What follows belongs to an exercise in optimizing a design on an open flow for small area, a short achievable clock period and few clock cycles; a production flow would make more cautious choices.
At most, simulation tests tie the RTL to the original design; equivalence was not proved.

run F:
## xcc_fifo128
module xcc_fifo128 (
    input  wire        clk,
    input  wire        rst,
    input  wire        p_cmd_valid,
    input  wire [15:0] p_cmd,
    input  wire [31:0] p_mdata,
    output reg         p_rsp_valid,
    output reg  [15:0] p_rsp,
    input  wire        c_cmd_valid,
    input  wire [15:0] c_cmd,
    output reg         c_rsp_valid,
    output reg  [15:0] c_rsp
);
    localparam [2:0] ST_OK      = 3'd0;
    localparam [2:0] ST_FULL    = 3'd1;
    localparam [2:0] ST_EMPTY   = 3'd2;
    localparam [2:0] ST_ILLEGAL = 3'd7;
    localparam [3:0] C_RESERVED_OPCODE  = 4'd1;
    localparam [3:0] C_RESERVED_BITS    = 4'd2;
    localparam [3:0] C_ARG_RANGE        = 4'd3;
    localparam [3:0] C_NO_GRANT         = 4'd4;
    localparam [3:0] C_GRANT_OPEN       = 4'd5;
    localparam [3:0] C_GRANT_OVERRUN    = 4'd6;
    localparam [3:0] C_GRANT_INCOMPLETE = 4'd7;
    localparam [3:0] C_NO_VIEW          = 4'd8;
    localparam [3:0] C_VIEW_OPEN        = 4'd9;
    localparam [4:0] FRAME_LAST = 5'd29;
    reg  [7:0] mem [0:127];
    reg        w_en;             
    reg  [6:0] w_addr;
    reg  [7:0] w_data;
    always @(posedge clk) begin
        if (w_en)
            mem[w_addr] <= w_data;
    end
    reg  [7:0]  p_wbin;
    reg         p_gopen;
    reg  [7:0]  p_glen;
    reg  [7:0]  p_gcnt;
    reg         p_err;
  ...
Size: ~3900 cells after synthesis, roughly 1400 flip-flops, ~57000 sq um of cells after synthesis.
clock: 7.0 ns
lec_check: 0
cap_margin: 20
core_margin: 2
core_utilization: 55
cts_buf_list: sky130_fd_sc_hd__clkbuf_8
setup_slack_margin: 4.3
slew_margin: 20
synth_hierarchical: 1
synth_minimum_keep_size: 0
tns_end_percent: 5
standard.sh (not shown) runs the stock make flow with config.mk's settings and CLKGATE_MAP_FILE= SYNTH_SCRIPT=/design/flow/synth_recipe.tcl, a recipe that flattens the netlist after the stock synthesis.
==> flow/flow/run.sh <==
#!/bin/bash
# The standard layout (the standard.sh, standard synthesis included),
# with the port buffers that buffer_ports inserts made buf_4 cells instead
# of the weakest buffer it picks by default. Every port still gets its own
# buffer. make's full output goes to standard_flow.log here; ORFS's own
# per-step logs are under orfs/logs.
set -euo pipefail
export BUFFER_PORTS_ARGS="-buffer_cell sky130_fd_sc_hd__buf_4"
bash standard.sh "BUFFER_PORTS_ARGS=-buffer_cell sky130_fd_sc_hd__buf_4" finish > standard_flow.log 2>&1
Testbench counts of run F, summed over its fixed seeds: cycles 6,942.
The inputs of run D differ from those of run F as listed below.
--- a/flow/design.v
+++ b/flow/design.v
@@ -313,16 +313,16 @@
             xcc_fifo128_ao8 u_ao (
                 .d0(mem[8*gi]),   .d1(mem[8*gi+1]), .d2(mem[8*gi+2]), .d3(mem[8*gi+3]),
                 .d4(mem[8*gi+4]), .d5(mem[8*gi+5]), .d6(mem[8*gi+6]), .d7(mem[8*gi+7]),
                 .s(r_sel[8*gi +: 8]), .y(r_grp[gi]));
         end
     endgenerate
-    wire [7:0] r_mem = r_grp[0]  | r_grp[1]  | r_grp[2]  | r_grp[3]  |
-                       r_grp[4]  | r_grp[5]  | r_grp[6]  | r_grp[7]  |
-                       r_grp[8]  | r_grp[9]  | r_grp[10] | r_grp[11] |
-                       r_grp[12] | r_grp[13] | r_grp[14] | r_grp[15];
+    wire [127:0] r_grps = {r_grp[15], r_grp[14], r_grp[13], r_grp[12],
+                           r_grp[11], r_grp[10], r_grp[9],  r_grp[8],
+                           r_grp[7],  r_grp[6],  r_grp[5],  r_grp[4],
+                           r_grp[3],  r_grp[2],  r_grp[1],  r_grp[0]};
     wire       r_fwd   = w_en && (w_addr == r_pa);
     wire       r_hit   = r_pvalid && (c_arg[6:0] == r_pidx);
     wire       r_done  = r_wait && r_ready;
     wire [7:0] c_rbin_arg = c_rbin + c_arg;
     wire c_take = c_cmd_valid && !r_wait;
     wire c_try  = c_take && c_ok_t;
@@ -347,14 +347,16 @@
         end
         if (r_wait) begin
             c_rdata = w_data;
             c_rst   = ST_OK;
         end
     end
+    wire [7:0] c_byte;
+    xcc_fifo128_rsel u_rsel (.g(r_grps), .sel(c_mem), .alt(c_rdata), .y(c_byte));
     always @(posedge clk) begin
-        c_rsp <= {c_mem ? r_mem : c_rdata, 5'b00000, c_rst};
+        c_rsp <= {c_byte, 5'b00000, c_rst};
     end
     always @(posedge clk) begin
         if (!c_err) begin
             c_ecause <= c_cause;
             c_ecmd   <= c_cmd;
         end
@@ -414,6 +416,18 @@
     input  wire [7:0] s,
     output wire [7:0] y
 );
     assign y = (d0 & {8{s[0]}}) | (d1 & {8{s[1]}}) | (d2 & {8{s[2]}}) | (d3 & {8{s[3]}}) |
                (d4 & {8{s[4]}}) | (d5 & {8{s[5]}}) | (d6 & {8{s[6]}}) | (d7 & {8{s[7]}});
 endmodule
+module xcc_fifo128_rsel (
+    input  wire [127:0] g,
+    input  wire         sel,
+    input  wire [7:0]   alt,
+    output wire [7:0]   y
+);
+    wire [7:0] o = g[7:0]     | g[15:8]    | g[23:16]   | g[31:24]   |
+                   g[39:32]   | g[47:40]   | g[55:48]   | g[63:56]   |
+                   g[71:64]   | g[79:72]   | g[87:80]   | g[95:88]   |
+                   g[103:96]  | g[111:104] | g[119:112] | g[127:120];
+    assign y = sel ? o : alt;
+endmodule
Findings:
- Met3 demand-to-capacity share in global routing: run F vs run D — no meaningful difference
- Cmp run D vs run F: initial antenna violation count lower in run D
- Of run D and run F, it is run D that has the lower width of the die.
- Mean area per synthesized cell: higher on run D
- Worst-case setup slack after placement ended up 0.40 ns lower on run D than on run F.
- Comparing run D and run F, cell area is higher on run F.
The RTL of run D was laid out without a check of its function.

## afterwards: timing with drivers on the ports
The results above use ideal ports. As a check the final layouts listed here were re-extracted and re-timed, cells and wires unchanged.
Step 1 assumes that a clkbuf_16 drives the clock port and a buf_2 every other input.
Step 2 also shifts input and output timing later by t, the mid clock arrival at the registers, as if the neighbouring blocks saw the same clock.
Slacks: ideal / step 1 / step 2; pairs: ideal / step 1.
| run | shift t [ns] | slack for setup (ns) | clock arrival spread, ns |
|---|---|---|---|
| run F | 0.946 | 3.933 / 3.933 / 3.161 | 0.065 / 0.066 |
| run D | 0.958 | 3.858 / 3.885 / 2.927 | 0.049 / 0.048 |
After both steps setup and hold are still met in every run listed. The setup slack of run D, which loses most, moves by +0.027 ns with the drivers and by -0.931 ns with both steps.
